Background: an optimization exercise with open tools, aiming at small area, a short achievable clock period and few clock cycles. Do not read the settings as production practice.
Function was checked by simulation only, so behaviour that the tests miss may differ from the original.
Power is estimated from default activity; no workload was simulated.

### flow/constraint.sdc
create_clock -name core_clock -period 12.0 [get_ports {clk}]
set_input_delay 2.4000 -clock core_clock [delete_from_list [all_inputs] [get_ports {clk}]]
set_output_delay 2.4000 -clock core_clock [all_outputs]
set_load 0.01 [all_outputs]
### flow/config.mk
export PLATFORM = sky130hd
export DESIGN_NAME = fbp_framer_rx
export DESIGN_NICKNAME = fbp_framer_rx
export VERILOG_FILES = /design/flow/design.v
export SDC_FILE = /design/flow/constraint.sdc
export NUM_CORES = 4
export LEC_CHECK = 0
export CAP_MARGIN = 20
export CORE_MARGIN = 2
export CORE_UTILIZATION = 30
export PLACE_DENSITY = 0.45
export SLEW_MARGIN = 20
### flow/design.v
module fbp_framer_rx (
    input  wire        clk,
    input  wire        rst,
    input  wire        in_valid,
    input  wire [7:0]  in_data,
    output wire        in_ready,
    output reg         ev_valid,
    output reg  [1:0]  ev_kind,
    output reg  [4:0]  ev_type,
    output reg  [10:0] ev_id,
    output reg  [15:0] ev_meta,
    output reg  [7:0]  ev_len,
    output wire        pl_valid,
    output wire [7:0]  pl_data,
    output wire        pl_last,
    output wire        busy,
    output reg  [31:0] stat_ignored,
    output reg  [31:0] stat_resync
);
    localparam integer DEPTH = 272;      
    localparam [2:0] S_SOF1  = 3'd0,
                     S_SOF2  = 3'd1,
                     S_FTYPE = 3'd2,
                     S_DHDR  = 3'd3,
                     S_STORE = 3'd4;
    localparam [1:0] EV_DATA  = 2'd1,
                     EV_LINK  = 2'd2,
                     EV_ERROR = 2'd3;
    function [8:0] ptr_inc(input [8:0] x);
        ptr_inc = (x == DEPTH - 1) ? 9'd0 : x + 9'd1;
    endfunction
    function [8:0] ptr_add8(input [8:0] x);
        reg [9:0] s;
        begin
            s = {1'b0, x} + 10'd8;
            ptr_add8 = (s >= DEPTH) ? s - DEPTH : s[8:0];
        end
    endfunction
    function [7:0] lencrc(input [7:0] x);
        reg [7:0] c;
        integer i;
        begin
            c = x;
            for (i = 0; i < 8; i = i + 1)
                c = c[7] ? ((c << 1) ^ 8'hD7) : (c << 1);
            lencrc = c;
        end
    endfunction
    function [31:0] crc32_byte(input [31:0] c_in, input [7:0] d);
        reg [31:0] c;
        integer i;
        begin
            c = c_in ^ {24'd0, d};
            for (i = 0; i < 8; i = i + 1)
                c = c[0] ? ((c >> 1) ^ 32'hEDB88320) : (c >> 1);
            crc32_byte = c;
        end
    endfunction
    function is_link_type(input [4:0] t);
        is_link_type = (t == 5'h0F) || (t == 5'h17) || (t == 5'h1B) ||
                       (t == 5'h1D) || (t == 5'h1E);
    endfunction
    reg [7:0]  mem [0:DEPTH-1];
    reg [8:0]  wp;           
    reg [8:0]  rp;           
    reg [8:0]  sp;           
    reg [2:0]  state;
    reg [8:0]  n;            
    reg [8:0]  target;       
    reg        is_sync;
    reg [7:0]  h_tid;        
    reg [7:0]  h_idlo;       
    reg [7:0]  h_len;        
    reg [7:0]  h_md0;        
    reg [7:0]  h_md1;        
    reg [31:0] crc;
    reg        crc_ok;
    reg        draining;
    reg [8:0]  dp;
    reg [7:0]  dcnt;
    wire       replaying = (rp != wp);
    assign in_ready = !replaying && !draining;
    wire       take_in  = in_valid && in_ready;
    wire       step     = !draining && (replaying || in_valid);
    wire [7:0] rd_data  = mem[draining ? dp : rp];
    wire [7:0] b        = replaying ? rd_data : in_data;
    assign pl_valid = draining;
    assign pl_data  = rd_data;
    assign pl_last  = draining && (dcnt == 8'd0);
    assign busy     = replaying || draining;
    reg [2:0] nx_state;
    reg [8:0] nx_n;
    reg [8:0] nx_target;
    reg [8:0] nx_sp;
    reg       do_error;
    reg       do_ignore;
    reg       do_resync;
    reg       do_dispatch;
    wire [8:0] n_inc = n + 9'd1;
    always @* begin
        nx_state    = state;
        nx_n        = n;
        nx_target   = target;
        nx_sp       = sp;
        do_error    = 1'b0;
        do_ignore   = 1'b0;
        do_resync   = 1'b0;
        do_dispatch = 1'b0;
        case (state)
            S_SOF1: begin
                if (b == 8'h55) begin
                    nx_sp    = rp;
                    nx_n     = 9'd1;
                    nx_state = S_SOF2;
                end else begin
                    do_error  = 1'b1;
                    do_ignore = 1'b1;
                end
            end
            S_SOF2: begin
                if (b == 8'h00) begin
                    nx_n     = 9'd2;
                    nx_state = S_FTYPE;
                end else if (b == 8'h55) begin
                    do_ignore = 1'b1;
                    nx_sp     = rp;
                end else begin
                    do_resync = 1'b1;
                end
            end
            S_FTYPE: begin
                nx_n = 9'd3;
                if (b[7:3] == 5'h00) begin
                    nx_state = S_DHDR;
                end else if (is_link_type(b[7:3])) begin
                    nx_target = 9'd9;
                    nx_state  = S_STORE;
                end else begin
                    do_resync = 1'b1;
                end
            end
            S_DHDR: begin
                nx_n = n_inc;
                if (n == 9'd5) begin
                    if (b != lencrc(h_len)) begin
                        do_resync = 1'b1;
                    end else begin
                        nx_target = {1'b0, h_len} + 9'd14;
                        nx_state  = S_STORE;
                    end
                end
            end
            default: begin  
                nx_n = n_inc;
                if (n_inc == target) begin
                    if (b == 8'h55 && crc_ok)
                        do_dispatch = 1'b1;
                    else
                        do_resync = 1'b1;
                end
            end
        endcase
        if (do_resync) begin
            do_error  = 1'b1;
            do_ignore = 1'b1;    
            nx_state  = S_SOF1;
            nx_n      = 9'd0;
            nx_target = 9'd0;
        end
        if (do_dispatch) begin
            nx_sp     = rp;
            nx_n      = 9'd1;
            nx_target = 9'd0;
            nx_state  = S_SOF2;
        end
    end
    always @(posedge clk) begin
        if (take_in)
            mem[wp] <= in_data;
    end
    always @(posedge clk) begin
        if (rst) begin
            wp           <= 9'd0;
            rp           <= 9'd0;
            sp           <= 9'd0;
            state        <= S_SOF1;
            n            <= 9'd0;
            target       <= 9'd0;
            is_sync      <= 1'b1;
            h_tid        <= 8'd0;
            h_idlo       <= 8'd0;
            h_len        <= 8'd0;
            h_md0        <= 8'd0;
            h_md1        <= 8'd0;
            crc          <= 32'd0;
            crc_ok       <= 1'b0;
            draining     <= 1'b0;
            dp           <= 9'd0;
            dcnt         <= 8'd0;
            ev_valid     <= 1'b0;
            ev_kind      <= 2'd0;
            ev_type      <= 5'd0;
            ev_id        <= 11'd0;
            ev_meta      <= 16'd0;
            ev_len       <= 8'd0;
            stat_ignored <= 32'd0;
            stat_resync  <= 32'd0;
        end else begin
            ev_valid <= 1'b0;
            if (take_in)
                wp <= ptr_inc(wp);
            if (draining) begin
                dp   <= ptr_inc(dp);
                dcnt <= dcnt - 8'd1;
                if (dcnt == 8'd0)
                    draining <= 1'b0;
            end
            if (step) begin
                state  <= nx_state;
                n      <= nx_n;
                target <= nx_target;
                sp     <= nx_sp;
                rp     <= do_resync ? ptr_inc(sp) : ptr_inc(rp);
                if (state == S_FTYPE) begin
                    h_tid  <= b;
                    crc    <= crc32_byte(32'hFFFFFFFF, b);
                    crc_ok <= 1'b1;
                end else if (state == S_DHDR || state == S_STORE) begin
                    if (n == 9'd3) h_idlo <= b;
                    if (n == 9'd4) h_len  <= b;
                    if (n == 9'd6) h_md0  <= b;
                    if (n == 9'd7) h_md1  <= b;
                    if (state == S_DHDR || n_inc + 9'd5 <= target) begin
                        crc <= crc32_byte(crc, b);
                    end else begin
                        if (b != ~crc[7:0])
                            crc_ok <= 1'b0;
                        crc <= {8'd0, crc[31:8]};
                    end
                end
                if (do_ignore)
                    stat_ignored <= stat_ignored + 32'd1;
                if (do_error && is_sync) begin
                    is_sync     <= 1'b0;
                    stat_resync <= stat_resync + 32'd1;
                    ev_valid    <= 1'b1;
                    ev_kind     <= EV_ERROR;
                end
                if (do_dispatch) begin
                    is_sync  <= 1'b1;
                    ev_valid <= 1'b1;
                    ev_type  <= h_tid[7:3];
                    ev_id    <= {h_tid[2:0], h_idlo};
                    if (h_tid[7:3] == 5'h00) begin
                        ev_kind  <= EV_DATA;
                        ev_meta  <= {h_md1, h_md0};
                        ev_len   <= h_len;
                        draining <= 1'b1;
                        dp       <= ptr_add8(sp);
                        dcnt     <= h_len;
                    end else begin
                        ev_kind  <= EV_LINK;
                    end
                end
            end
        end
    end
endmodule
### flow/run.sh
#!/bin/bash
# synth_recipe.tcl (not shown) runs the flow's synth.tcl, then flattens the netlist and writes it again
# the make line also repeats each setting of config.mk as NAME=value (left out here)
make -C /OpenROAD-flow-scripts/flow DESIGN_CONFIG=/design/flow/config.mk WORK_HOME=/design/flow/orfs CLKGATE_MAP_FILE= SYNTH_SCRIPT=/design/flow/synth_recipe.tcl finish
==> flow_metrics.py <==
metrics = {
    "global_routing": {
        "grt_use_met3_pct": 6.25,
        "grt.total_usage_pct": 26.2,
        "use_met2_pct": 40.1,
        "grt.busiest_layer": "met2",
        "overflow": 0,
        "grt_pass1_wl_um": 724000,
        "grt_max_degree": 136,
        "grt_use_met1_pct": 34.9,
        "grt_pass1_vias": 86291,
        "antenna_found_initial": 48,
    },
    "min_path": {
        "min_to": "ev_id[8]",
        "min_path_type": "reg2reg",
        "holdPathStages": 2,
        "hp-start": "ev_id[8]",
    },
    "die": {
        "rows": 227,
        "design.core.area_sq_um": 382000,
        "start_util_pct": 30.1,
        "fp.dieH_um": 623,
        "dieArea_sq_um": 388000,
        "die_x_um": 623,
        "io_pins": 130,
    },
    "pwr": {
        "power.share.clock_pct": 30.7,
        "swShare_pct": 38.9,
        "power.switching_mw": 11.2,
        "pwr-share-seq_pct": 32.3,
        "p_leak_nw": 40.6,
        "ir_worst_vdd_v": 0.000212,
        "combinationalPowerShare_pct": 37.0,
        "power_density_nw_per_um2": 220,
        "p_int_mw": 17.6,
        "power_mw": 28.8,
    },
    "timing": {
        "fmax_mhz": 91.8,
        "tns_ns": 0,
        "fin_skew_ns": 0.0470,
        "hold_viol": 0,
        "slew_viol_final": 0,
        "rsz0062_at_grt": "no",
        "setup_viol_count_final": 0,
        "finalCriticalPeriod_ns": 10.89,
        "whs_ns": 0.448,
        "slew_headroom_pct": 16.0,
        "setup_ws_ns": 1.11,
        "max_slew.worst_pin.slew_ns": 1.25,
        "fin_crit_sh_pct": 90.8,
    },
    "worst_setup_path": {
        "r2r_start": "draining",
        "worstPathArrival_ns": 8.49,
        "crit_path_end_kind": "output port",
        "r2r_cells": 18,
        "worstSetupPathType": "reg2out",
        "r2r_slack_ns": 1.91,
        "crit_buf_inv": 4,
        "path_max_fanout": 103,
        "worstSetupStartpointType": "flop",
        "crit_slowest_cell": "mux2_2",
        "path_cells": "buf_12, buf_12, inv_8, mux2_2, nand2_1, or4_1, a311oi_1, o22ai_1, o221ai_1, o21ai_2, nand2_1, clkdlybuf4s50_1",
        "crit_path_max_incr_delay_ns": 0.98,
        "reg2reg_to": "dp[1]",
        "crit_required_ns": 9.60,
        "critPathTopFamily": "compound AO/OA/AOI/OAI gates",
    },
    "detailed_routing": {
        "wl_per_cell_um": 34.8,
        "via_per_inst": 6.05,
        "drt_pass1_iterations": 6,
        "drt-initial-drc-count": 12378,
        "vias": 91637,
        "drt-total-wl_um": 528000,
        "drc": 0,
        "ant_nets": 0,
    },
    "synth": {
        "synth.distinct_cells": 119,
        "ys.warnings.count": 1,
        "ys_seq_elements": 2423,
        "yosysSeqAreaShare_pct": 61.1,
        "synthArstFlopShare_pct": 0,
        "synth_edf_count": 2176,
        "synth_nets": 10049,
        "syn_area_per_cell_sq_um": 11.5,
        "synth.cell_area_sq_um": 115000,
        "synthCells": 9992,
        "ys.flop_type": "edfxtp_1",
    },
    "final_layout": {
        "syn2layout_area_growth_pct": 14.0,
        "drive_gt1_share_pct": 10.0,
        "mostFrequentLayoutCells": "edfxtp_1 (2176), nand2_1 (1059), a21oi_1 (960), nor2_1 (711), a211oi_1 (512)",
        "post-route-util_pct": 34.3,
        "nets": 9933,
        "design_area_sq_um": 131000,
        "fillers": 37349,
        "fin_cells": 15156,
        "layout_commonest_cell": "edfxtp_1",
    },
    "clock_network": {
        "ctsResizeCount": 0,
        "cts.sinks": 2423,
        "cts_made_buffers": 293,
        "tritoncts": "yes",
        "clk_pin_slew_ns": 0.06,
        "clk_latency_ns": 0.94,
        "ctsHoldBuffers": 0,
        "cts_setup_buffers": 0,
        "cts.path.max_buffers": 4,
        "h-tree-depth": 5,
        "root_buffer": "clkbuf_16",
    },
    "job": {
        "maxCapViolCount": 0,
    },
    "placement": {
        "gp_congestion": 0.912,
        "dp.cells": 14618,
        "port_buffers": 129,
        "post-place-ws_ns": 2.38,
        "dpl_cell_area_sq_um": 122000,
        "dpl.hpwl_um": 323000,
    },
    "status": {
        "outcome": "timing/DRC/antenna clean",
    },
}
## kinds of logic after synthesis
| family | count (synthesis) | share of synthesized area (%) |
|---|---|---|
| adder cells (fa/ha/maj) | 46 | 0.500 |
| buffers and inverters | 982 | 4.19 |
| XOR/XNOR | 199 | 1.68 |
| multiplexers | 129 | 1.43 |
| AO/OA/AOI/OAI | 3376 | 19.8 |
| flip-flops | 2423 | 61.1 |
| AND/OR/NAND/NOR | 2837 | 11.3 |
## power by group through the flow
stage	Sequential (mW)	Combinational, mW	Clock, mW
CTS	9.29	10.4	8.91
floorplan	9.43	6.27	0
global route	9.30	11.1	9.21
detailed placement	9.47	10.4	0
global placement	9.47	10.3	0
finish	9.30	10.7	8.83
## routing by layer
metal | vias to the layer above | wire, um | share of wire (%)
met1 | 46785 | 214000 | 41
li1 | 38165 | - | -
met3 | 1112 | 53400 | 10
met2 | 5543 | 233000 | 44
met4 | 32 | 27000 | 5.1
met5 | - | 225 | 0.043
## cell usage after synthesis (all sizes together) (119+ instances only)
master  count  area (sq um)
clkbuf    262           983
nand3     228          1150
o22ai     152           951
a21boi    142          1070
nor2      747          2810
edfxtp   2176         65300
a211oi    514          3860
a31oi     154           997
nand2    1068          4010
inv       119           447
o21ai     404          2050
xnor2     125          1160
nand2b    177          1110
nor2b     149           932
a22oi     148          1120
a21oi     965          4840
dfxtp     247          4940
buf       598          3380
## tightest hold or removal path, cell delays in order (launching register included)
cell and delay, ns:
dfxtp_1 0.30, nand2_1 0.05, a21oi_1 0.05
## flip-flops by register name, indices dropped and copies added (netlist names), 9 cells and up
register,count
stat_ignored,32
n,9
mem,2176
stat_resync,32
target,9
ev_id,11
dp,9
rp,9
crc,32
sp,9
ev_meta,16
wp,9
## worst max path at each step
| stage | start | to | slack (ns) | cells after the start |
|---|---|---|---|---|
| finish | draining | pl_data[6] | 1.11 | 12 |
| floorplan | draining | stat_ignored[22] | 6.76 | 23 |
| global placement | draining | dp[1] | 2.15 | 20 |
| detailed placement | draining | dcnt[1] | 2.38 | 20 |
| CTS | draining | pl_data[6] | 1.57 | 12 |
| global route | draining | pl_data[6] | 1.40 | 12 |
## final cells by class
| cell class | instances | area [sq um] | area share, % |
|---|---|---|---|
| clock inverters | 120 | 1150 | 0.874 |
| diodes | 27 | 67.6 | 0.0515 |
| flip-flops and latches | 2423 | 70300 | 53.6 |
| inverters | 122 | 488 | 0.372 |
| multi-input cells | 6587 | 40700 | 31.0 |
| clock buffers | 390 | 8010 | 6.11 |
| repair buffers | 449 | 4110 | 3.14 |
| well taps | 5038 | 6300 | 4.81 |
Testbench counts, summed over its fixed seeds: cycles 70,879.

-- separate check: timing with driven ports --
In the flow no input, the clock included, has a driving cell. The finished layout below was timed again as built, in two steps. Step 1 (the two cells are an assumption about what drives the block):
set clk [get_ports {clk}]
set_driving_cell -lib_cell sky130_fd_sc_hd__clkbuf_16 $clk
set_driving_cell -lib_cell sky130_fd_sc_hd__buf_2 [delete_from_list [all_inputs] $clk]
Step 2, shift: input delay + t, output delay - t, t = (earliest + latest rising clock arrival at the registers) / 2. This alone moves slack from input paths to output paths. Slacks: ideal ports / drivers / drivers and shift; pairs: ideal ports / drivers.
t (ns): 1.026
setup WS [ns]: 1.107 / 0.999 / 1.910
worst setup path at the end: register to register
worst slew at a driven data input, ns: 0.12
pins driven straight from the clock port: 1
After both steps setup and hold are still met in this run. For this run, drivers alone change the setup slack by -0.108 ns; drivers and shift together by +0.803 ns.
